What follows belongs to an exercise in optimizing a design on an open flow for small area, a short achievable clock period and few clock cycles; a production flow would make more cautious choices.
Only simulation tests tie the RTL to the original design; equivalence was not proved.
No activity file was given, so power comes from the tool's default toggle rates.

<file path="flow/design.v">
module dither_core (
    input  wire        clk,
    input  wire        rst,             
    input  wire        start,
    input  wire [1:0]  cfg_mode,        
    input  wire        cfg_invert,
    input  wire        cfg_frame,
    input  wire        cfg_pack,        
    input  wire [7:0]  cfg_threshold,
    input  wire [15:0] cfg_width,
    input  wire [15:0] cfg_height,
    output wire        busy,
    output reg         done,
    output reg         error,
    input  wire        in_valid,
    output wire        in_ready,
    input  wire [15:0] in_data,
    output reg         out_valid,
    input  wire        out_ready,
    output reg  [7:0]  out_data,
    output reg         out_last
);
    localparam MAX_DOTS = 64;
    localparam [16:0] FULL = 17'd65280;
    localparam [2:0] S_IDLE  = 3'd0,
                     S_HDR   = 3'd1,
                     S_PIX   = 3'd2,
                     S_TRL   = 3'd3,
                     S_DRAIN = 3'd4,
                     S_ERR   = 3'd5;
    localparam [383:0] BAYER = {
        6'd21, 6'd53, 6'd29, 6'd61, 6'd23, 6'd55, 6'd31, 6'd63,
        6'd37, 6'd5,  6'd45, 6'd13, 6'd39, 6'd7,  6'd47, 6'd15,
        6'd25, 6'd57, 6'd17, 6'd49, 6'd27, 6'd59, 6'd19, 6'd51,
        6'd41, 6'd9,  6'd33, 6'd1,  6'd43, 6'd11, 6'd35, 6'd3,
        6'd22, 6'd54, 6'd30, 6'd62, 6'd20, 6'd52, 6'd28, 6'd60,
        6'd38, 6'd6,  6'd46, 6'd14, 6'd36, 6'd4,  6'd44, 6'd12,
        6'd26, 6'd58, 6'd18, 6'd50, 6'd24, 6'd56, 6'd16, 6'd48,
        6'd42, 6'd10, 6'd34, 6'd2,  6'd40, 6'd8,  6'd32, 6'd0
    };
    reg [2:0]  state;
    reg [1:0]  mode;
    reg        invert;
    reg        frame;
    reg        pack;
    reg [7:0]  thr;
    reg [6:0]  wsrc;       
    reg [6:0]  wpad;       
    reg [15:0] height;
    reg [5:0]  x;
    reg [15:0] y;
    reg [3:0]  hdr_idx;
    reg [2:0]  trl_idx;
    reg [6:0]  bits;       
    reg signed [17:0] r1;
    reg signed [17:0] r2;
    assign busy = (state != S_IDLE);
    wire out_free  = !out_valid || out_ready;
    wire padding   = ({1'b0, x} >= wsrc);
    wire byte_end  = (x[2:0] == 3'd7);
    wire row_end   = ({1'b0, x} == wpad - 7'd1);
    wire last_row  = (y == height - 16'd1);
    wire pix_go    = (state == S_PIX) && (padding || in_valid) && (!byte_end || out_free);
    assign in_ready = (state == S_PIX) && !padding && (!byte_end || out_free);
    wire diffuse   = !pack && (mode == 2'd0 || mode == 2'd1);
    wire signed [17:0] cur_w [0:MAX_DOTS-1];
    reg signed [17:0] c_left;     
    reg signed [17:0] c_mid;      
    reg signed [17:0] c_right;    
    reg signed [17:0] c_down2;    
    reg signed [17:0] c_r1;       
    reg signed [17:0] c_r2;       
    wire clear_bufs = (state == S_IDLE) && start;
    wire step_bufs  = pix_go;
    genvar gi;
    generate
        for (gi = 0; gi < MAX_DOTS; gi = gi + 1) begin : g_col
            reg signed [17:0] cur_r;
            reg signed [17:0] nxt_r;
            reg signed [17:0] nn_r;
            reg signed [17:0] nxt_add;
            reg signed [17:0] nn_add;
            always @(*) begin
                nxt_add = 18'sd0;
                nn_add  = 18'sd0;
                if (diffuse) begin
                    if (x == gi + 1)                     nxt_add = c_left;
                    if (x == gi)                         nxt_add = c_mid;
                    if (x + 1 == gi && gi < wpad)        nxt_add = c_right;
                    if (x == gi)                         nn_add  = c_down2;
                end
            end
            always @(posedge clk) begin
                if (clear_bufs) begin
                    cur_r <= 18'sd0;
                    nxt_r <= 18'sd0;
                    nn_r  <= 18'sd0;
                end else if (step_bufs) begin
                    if (row_end) begin
                        cur_r <= nxt_r + nxt_add;
                        nxt_r <= nn_r + nn_add;
                        nn_r  <= 18'sd0;
                    end else begin
                        nxt_r <= nxt_r + nxt_add;
                        nn_r  <= nn_r + nn_add;
                    end
                end
            end
            assign cur_w[gi] = cur_r;
        end
    endgenerate
    wire [15:0] s_clamped = (in_data > FULL[15:0]) ? FULL[15:0] : in_data;
    wire [15:0] sample    = padding ? FULL[15:0] : s_clamped;
    wire signed [19:0] v   = $signed({4'b0, sample}) + cur_w[x] + r1;
    wire signed [19:0] T   = $signed({4'b0, thr, 8'b0});
    wire               q_black = (v < T);
    wire signed [19:0] e   = q_black ? v : v - $signed({3'b0, FULL});
    wire signed [23:0] e7  = e * 7;
    wire signed [23:0] e5  = e * 5;
    wire signed [23:0] e3  = e * 3;
    wire signed [23:0] e1  = e;
    wire signed [23:0] fs7 = (e7 + (e7 < 0 ? 24'sd15 : 24'sd0)) >>> 4;
    wire signed [23:0] fs5 = (e5 + (e5 < 0 ? 24'sd15 : 24'sd0)) >>> 4;
    wire signed [23:0] fs3 = (e3 + (e3 < 0 ? 24'sd15 : 24'sd0)) >>> 4;
    wire signed [23:0] fs1 = (e1 + (e1 < 0 ? 24'sd15 : 24'sd0)) >>> 4;
    wire signed [19:0] atk = (e  + (e  < 0 ? 20'sd7  : 20'sd0)) >>> 3;
    wire [5:0]         m      = BAYER[6 * {y[2:0], x[2:0]} +: 6];
    wire [15:0]        o_thr  = {m, 2'b10, 8'b0};
    wire signed [19:0] offset = $signed({12'd128, 8'b0}) - $signed({12'b0, thr} << 8);
    wire signed [19:0] o_sum  = $signed({4'b0, sample}) + offset;
    wire [15:0]        o_adj  = (o_sum < 0) ? 16'd0 :
                                (o_sum > $signed({3'b0, FULL})) ? FULL[15:0] : o_sum[15:0];
    wire               o_black = (o_adj < o_thr);
    wire               n_black = ({4'b0, sample} < {4'b0, thr, 8'b0});
    wire               p_black = !padding && (in_data != 16'd0);
    reg black;
    always @(*) begin
        if (pack)
            black = p_black;
        else case (mode)
            2'd0, 2'd1: black = q_black;
            2'd2:       black = o_black;
            default:    black = n_black;
        endcase
    end
    wire pix_bit = pack ? black : (black ^ invert);
    always @(*) begin
        c_left  = 18'sd0;
        c_mid   = 18'sd0;
        c_right = 18'sd0;
        c_down2 = 18'sd0;
        c_r1    = 18'sd0;
        c_r2    = 18'sd0;
        if (mode == 2'd0) begin
            c_r1    = fs7[17:0];
            c_left  = fs3[17:0];
            c_mid   = fs5[17:0];
            c_right = fs1[17:0];
        end else begin
            c_r1    = atk[17:0];
            c_r2    = atk[17:0];
            c_left  = atk[17:0];
            c_mid   = atk[17:0];
            c_right = atk[17:0];
            c_down2 = atk[17:0];
        end
    end
    reg [7:0] hdr_byte;
    always @(*) begin
        case (hdr_idx)
            4'd0:  hdr_byte = 8'h1B;
            4'd1:  hdr_byte = 8'h40;
            4'd2:  hdr_byte = 8'h1B;
            4'd3:  hdr_byte = 8'h61;
            4'd4:  hdr_byte = 8'h01;
            4'd5:  hdr_byte = 8'h1D;
            4'd6:  hdr_byte = 8'h76;
            4'd7:  hdr_byte = 8'h30;
            4'd8:  hdr_byte = 8'h00;
            4'd9:  hdr_byte = {4'b0, wpad[6:3]};
            4'd10: hdr_byte = 8'h00;
            4'd11: hdr_byte = height[7:0];
            default: hdr_byte = height[15:8];
        endcase
    end
    reg [7:0] trl_byte;
    always @(*) begin
        case (trl_idx)
            3'd0, 3'd3: trl_byte = 8'h1B;
            3'd1, 3'd4: trl_byte = 8'h64;
            default:    trl_byte = 8'h02;
        endcase
    end
    wire geom_bad = (cfg_width == 16'd0) || (cfg_width > MAX_DOTS) || (cfg_height == 16'd0);
    wire [6:0] cfg_wpad = (cfg_width[6:0] + 7'd7) & 7'h78;
    always @(posedge clk) begin
        if (rst) begin
            state     <= S_IDLE;
            done      <= 1'b0;
            error     <= 1'b0;
            out_valid <= 1'b0;
            out_last  <= 1'b0;
            out_data  <= 8'd0;
        end else begin
            done <= 1'b0;
            if (out_valid && out_ready)
                out_valid <= 1'b0;
            case (state)
                S_IDLE: begin
                    if (start) begin
                        mode    <= cfg_mode;
                        invert  <= cfg_invert;
                        frame   <= cfg_frame;
                        pack    <= cfg_pack;
                        thr     <= cfg_threshold;
                        wsrc    <= cfg_width[6:0];
                        wpad    <= cfg_wpad;
                        height  <= cfg_height;
                        x       <= 6'd0;
                        y       <= 16'd0;
                        hdr_idx <= 4'd0;
                        trl_idx <= 3'd0;
                        bits    <= 7'd0;
                        r1      <= 18'sd0;
                        r2      <= 18'sd0;
                        if (geom_bad)
                            state <= S_ERR;
                        else if (cfg_frame)
                            state <= S_HDR;
                        else
                            state <= S_PIX;
                    end
                end
                S_ERR: begin
                    done  <= 1'b1;
                    error <= 1'b1;
                    state <= S_IDLE;
                end
                S_HDR: begin
                    if (out_free) begin
                        out_valid <= 1'b1;
                        out_data  <= hdr_byte;
                        out_last  <= 1'b0;
                        hdr_idx   <= hdr_idx + 4'd1;
                        if (hdr_idx == 4'd12)
                            state <= S_PIX;
                    end
                end
                S_PIX: begin
                    if (pix_go) begin
                        if (byte_end) begin
                            out_valid <= 1'b1;
                            out_data  <= {bits, pix_bit};
                            out_last  <= !frame && row_end && last_row;
                        end else begin
                            bits <= {bits[5:0], pix_bit};
                        end
                        if (row_end) begin
                            x  <= 6'd0;
                            y  <= y + 16'd1;
                            r1 <= 18'sd0;
                            r2 <= 18'sd0;
                            if (last_row)
                                state <= frame ? S_TRL : S_DRAIN;
                        end else begin
                            x <= x + 6'd1;
                            if (diffuse) begin
                                r1 <= r2 + c_r1;
                                r2 <= (mode == 2'd1) ? c_r2 : 18'sd0;
                            end
                        end
                    end
                end
                S_TRL: begin
                    if (out_free) begin
                        out_valid <= 1'b1;
                        out_data  <= trl_byte;
                        out_last  <= (trl_idx == 3'd5);
                        trl_idx   <= trl_idx + 3'd1;
                        if (trl_idx == 3'd5)
                            state <= S_DRAIN;
                    end
                end
                S_DRAIN: begin
                    if (out_free) begin
                        done  <= 1'b1;
                        error <= 1'b0;
                        state <= S_IDLE;
                    end
                end
                default: state <= S_IDLE;
            endcase
        end
    end
endmodule
</file>
<file path="flow/run.sh">
#!/bin/bash
# synth_recipe.tcl (not shown) runs the flow's synth.tcl, then flattens the netlist and writes it again
# the make line also repeats each setting of config.mk as NAME=value (left out here)
make -C /OpenROAD-flow-scripts/flow DESIGN_CONFIG=/design/flow/config.mk WORK_HOME=/design/flow/orfs CLKGATE_MAP_FILE= SYNTH_SCRIPT=/design/flow/synth_recipe.tcl finish
</file>
<file path="flow/config.mk">
export PLATFORM = sky130hd
export DESIGN_NAME = dither_core
export DESIGN_NICKNAME = dither_core
export VERILOG_FILES = /design/flow/design.v
export SDC_FILE = /design/flow/constraint.sdc
export NUM_CORES = 8
export LEC_CHECK = 0
export CAP_MARGIN = 20
export CORE_MARGIN = 2
export CORE_UTILIZATION = 25
export PLACE_DENSITY = 0.4
export SLEW_MARGIN = 20
</file>
<file path="flow/constraint.sdc">
create_clock -name core_clock -period 24.0 [get_ports {clk}]
set_input_delay 4.8000 -clock core_clock [delete_from_list [all_inputs] [get_ports {clk}]]
set_output_delay 4.8000 -clock core_clock [all_outputs]
set_load 0.01 [all_outputs]
</file>
==> impl_metrics.yaml <==
outcome:
  status: "no timing/DRC/antenna violations"
grt:
  grt_pass1_wl_um: 2510000
  grt_max_degree: 162
  overflow: 0
  grt_pass1_vias: 267477
  antenna_found_initial: 313
  grt.total_usage: 0.341
floorplanning:
  die_w_um: 1040
  initial_core_util: 0.250
  die-area_mm2: 1.07
  die-height_um: 1040
  rows: 379
  ioPinCount: 80
  core_mm2: 1.06
sta:
  rsz0062_at_grt: "false"
  maxSlewHeadroom: 0.0702
  period_share: 0.899
  max_freq_mhz: 46.3
  slew_viol_final: 0
  setup_tns_ps: 0
  holdWs_ps: 455
  clock_skew_ps: 99.2
  setup_violations: 0
  tightestPinTransition_ps: 1390
  fin_crit_ps: 21580
  hold_viol: 0
logic_synthesis:
  synth-seq-cells: 3582
  synth.largest_area_cell: "dfxtp_1"
  syn_area_per_cell_um2: 7.43
  synthTopCellsByArea: "dfxtp_1 (26%), ha_1 (11%), nor2_1 (8.2%), a21oi_1 (6.7%), xnor2_1 (5.3%)"
  yosys-top-cells-count: "nor2_1 (5,838), nand2_1 (3,771), a21oi_1 (3,566)"
  async_flop_share: 0
  synth_nets: 38416
  synth_edf_count: 111
  yosysWarningCount: 1
  post-synth-top-count-cell: "nor2_1"
  synth_top_cell_area_share: 0.261
  synthesis.instances: 35824
  synth_flop_cell: "dfxtp_1"
  syn-cell-area_mm2: 0.266
  synth_cell_types: 117
  ys_seq_area_frac: 0.274
hold_path:
  hold_class: "flop to flop"
  holdCritStartpoint: "g_col[40].cur_r[0]"
  hold_path_end: "g_col[40].cur_r[0]"
  hold_depth: 2
cells_and_area:
  final-seq-area_mm2: 0.0728
  nFillCells: 115590
  area_delta_synth_final_pct: 14.3
  multiInputGateArea_mm2: 0.181
  fin_nets: 37456
  drive_gt1_frac: 0.0658
power:
  power_leakage_nw: 115
  switching_share: 0.647
  power.density_mw_per_mm2: 180
  ir_drop_uv: 631
  p_comb_frac: 0.717
  clkPwrFrac: 0.154
  p_seq_frac: 0.130
  p_int_mw: 19.4
  p_switching_mw: 35.4
critical_path:
  cp.required_ps: 25030
  reg2regPathDepth: 68
  cpPeakStageDelay_ps: 970
  worstPathArrival_ps: 22610
  rrSetupSlack_ps: 2420
  start_kind: "flop"
  crit_slowest_cell: "nor2_4"
  end_kind: "flop"
  crit_fanout: 26
  criticalPathCategory: "flop to flop"
  timing.rr.start: "x[1]"
  reg2reg_to: "g_col[31].nxt_r[17]"
  cp_common_cell: "o21ai_0"
place:
  place_hpwl_um: 1430000
  finalWeightedCongestion: 1.08
  port_buffers: 79
clock_tree:
  clk_latency_ps: 1180
  clkSlewWorstSetupHoldPaths_ps: 60
  tritoncts: "built"
  post-cts-setup-buffer-count: 0
  cts_inserted_buffers: 534
  ctsHoldBuffers: 0
  cts.sinks: 3582
  ctsResizeCount: 0
  max-clock-path-buffers: 5
  htree_levels: 6
  cts_root_buf: "clkbuf_16"
detailed_routing:
  wirelength_um: 1920000
  first_pass_iters: 27
  via_per_inst: 5.95
  route.detailed.drc: 0
  postRouteAntennaNets: 0
  vias: 294718
  wl_per_cell_um: 38.9
  first_iter_violations: 42524
run:
  maxCapViolations: 0
[metal layers]
metal,GRT usage,vias to the layer above,share of wire
met1,0.444,146700,0.41
met4,0.241,94,0.085
met5,0.000706,-,0.00037
met3,0.0880,4059,0.10
li1,-,126519,-
met2,0.489,17346,0.40
[area by class of cell]
type,count,share of cell area
diodes,147,0.00121
clock buffers,757,0.0509
clock inverters,173,0.00752
inverters,1217,0.0150
multi-input cells,28390,0.594
flip-flops and latches,3582,0.239
well taps,14097,0.0580
repair buffers,1139,0.0344
[power by group through the flow]
| stage | logic, mW | registers [mW] | clock network [mW] |
|---|---|---|---|
| 2_1_floorplan | 14.6 | 7.04 | 0 |
| 5_1_grt | 38.6 | 7.16 | 8.72 |
| 3_3_place_gp | 37.2 | 7.20 | 0 |
| 6_report | 39.2 | 7.10 | 8.42 |
| 4_1_cts | 37.3 | 7.09 | 8.52 |
| 3_5_place_dp | 37.1 | 7.21 | 0 |
[cell families after synthesis]
logic type / synth area share
and+or+nand+nor: 0.200
AOI/OAI and AO/OA: 0.265
buffers and inverters: 0.0547
DFF: 0.274
adders and majority gates: 0.123
xor gates and xnor gates: 0.0703
muxes: 0.0129
[stage by stage]
stage | setup WS, ps | power, mW | cells | utilization | cell area [um^2]
final | 2420 | 54.8 | 49502 | 0.286 | 304000
after global routing | 1780 | 54.4 | 49367 | 0.286 | 304000
after CTS | 3030 | 52.9 | 49350 | 0.286 | 304000
after detailed placement | 2810 | 44.3 | 48420 | 0.269 | 286000
after global placement | 2440 | 44.4 | 48410 | 0.269 | 286000
after floorplan | 5910 | 21.7 | 35824 | - | 266000
[state kept, by name, summed over array words and instances, names as in the netlist]
signal,flops
g_col.nxt_r,1152
wsrc,7
mode,2
out_valid,1
r2,17
frame,1
height,16
y,16
trl_idx,3
error,1
pack,1
bits,7
invert,1
wpad,4
hdr_idx,4
x,6
g_col.cur_r,1152
state,3
out_data,8
r1,18
out_last,1
done,1
g_col.nn_r,1152
thr,8
[worst max-delay path: cells and delay by family (launching register included)]
family | cells | cell delay, ps
buf+inv | 11 | 2830
mux | 1 | 550
fa+ha+maj | 7 | 2710
compound gates | 28 | 8060
simple gates | 16 | 4820
xor+xnor | 5 | 1620
flops | 1 | 630
[worst max-delay path by stage]
stage / cells after the start / endpoint / slack [ps] / start
6_report: 68 / g_col[31].nxt_r[17] / 2420 / x[1]
5_1_grt: 69 / g_col[41].nxt_r[17] / 1780 / x[1]
4_1_cts: 67 / g_col[31].nxt_r[17] / 3030 / x[1]
3_5_place_dp: 61 / g_col[31].nxt_r[17] / 2810 / in_data[1]
3_3_place_gp: 60 / g_col[41].nxt_r[17] / 2440 / in_data[1]
2_1_floorplan: 60 / r1[17] / 5910 / in_data[1]
[cells in the final DEF (no fill, tap or decap), types with 177 or more instances in the layout]
master     instances
nor2_1          5698
nand2_1         3750
a21oi_1         3556
dfxtp_1         3470
ha_1            2356
xnor2_1         1601
nor3_1          1587
o21ai_0         1351
inv_1           1207
a211oi_1        1044
a221oi_1         959
buf_4            921
a22oi_1          753
nand3_1          568
clkbuf_16        549
xor2_1           508
o21bai_1         491
a21o_1           404
a311oi_1         346
mux2i_1          331
a22o_1           231
a21boi_0         179
and3_1           177
Testbench counts, summed over its fixed seeds: cycles 112,230.

==> re-timing with driven ports <==
Ports are ideal in the flow. The routed layout listed here was re-timed in OpenROAD.
Step 1 (the two cells are an assumption about what drives the block):
set clk [get_ports {clk}]
set_driving_cell -lib_cell sky130_fd_sc_hd__clkbuf_16 $clk
set_driving_cell -lib_cell sky130_fd_sc_hd__buf_2 [delete_from_list [all_inputs] $clk]
Step 2 moves the port delays by t, midway between the first and last clock arrival at a register: inputs arrive t later, outputs are due t later. That takes back most of the time a late clock gives input paths.
Three values: no drivers, after step 1, after step 2; two values: the first two.
t (ns): 1.314
slack for setup (ns): 2.420 / 2.420 / 2.420
worst register clock-pin slew, ns: 0.07 / 0.07
After both steps setup and hold are still met in this run. The setup slack of this run moves by 0.000 ns with the drivers and by 0.000 ns with both steps.
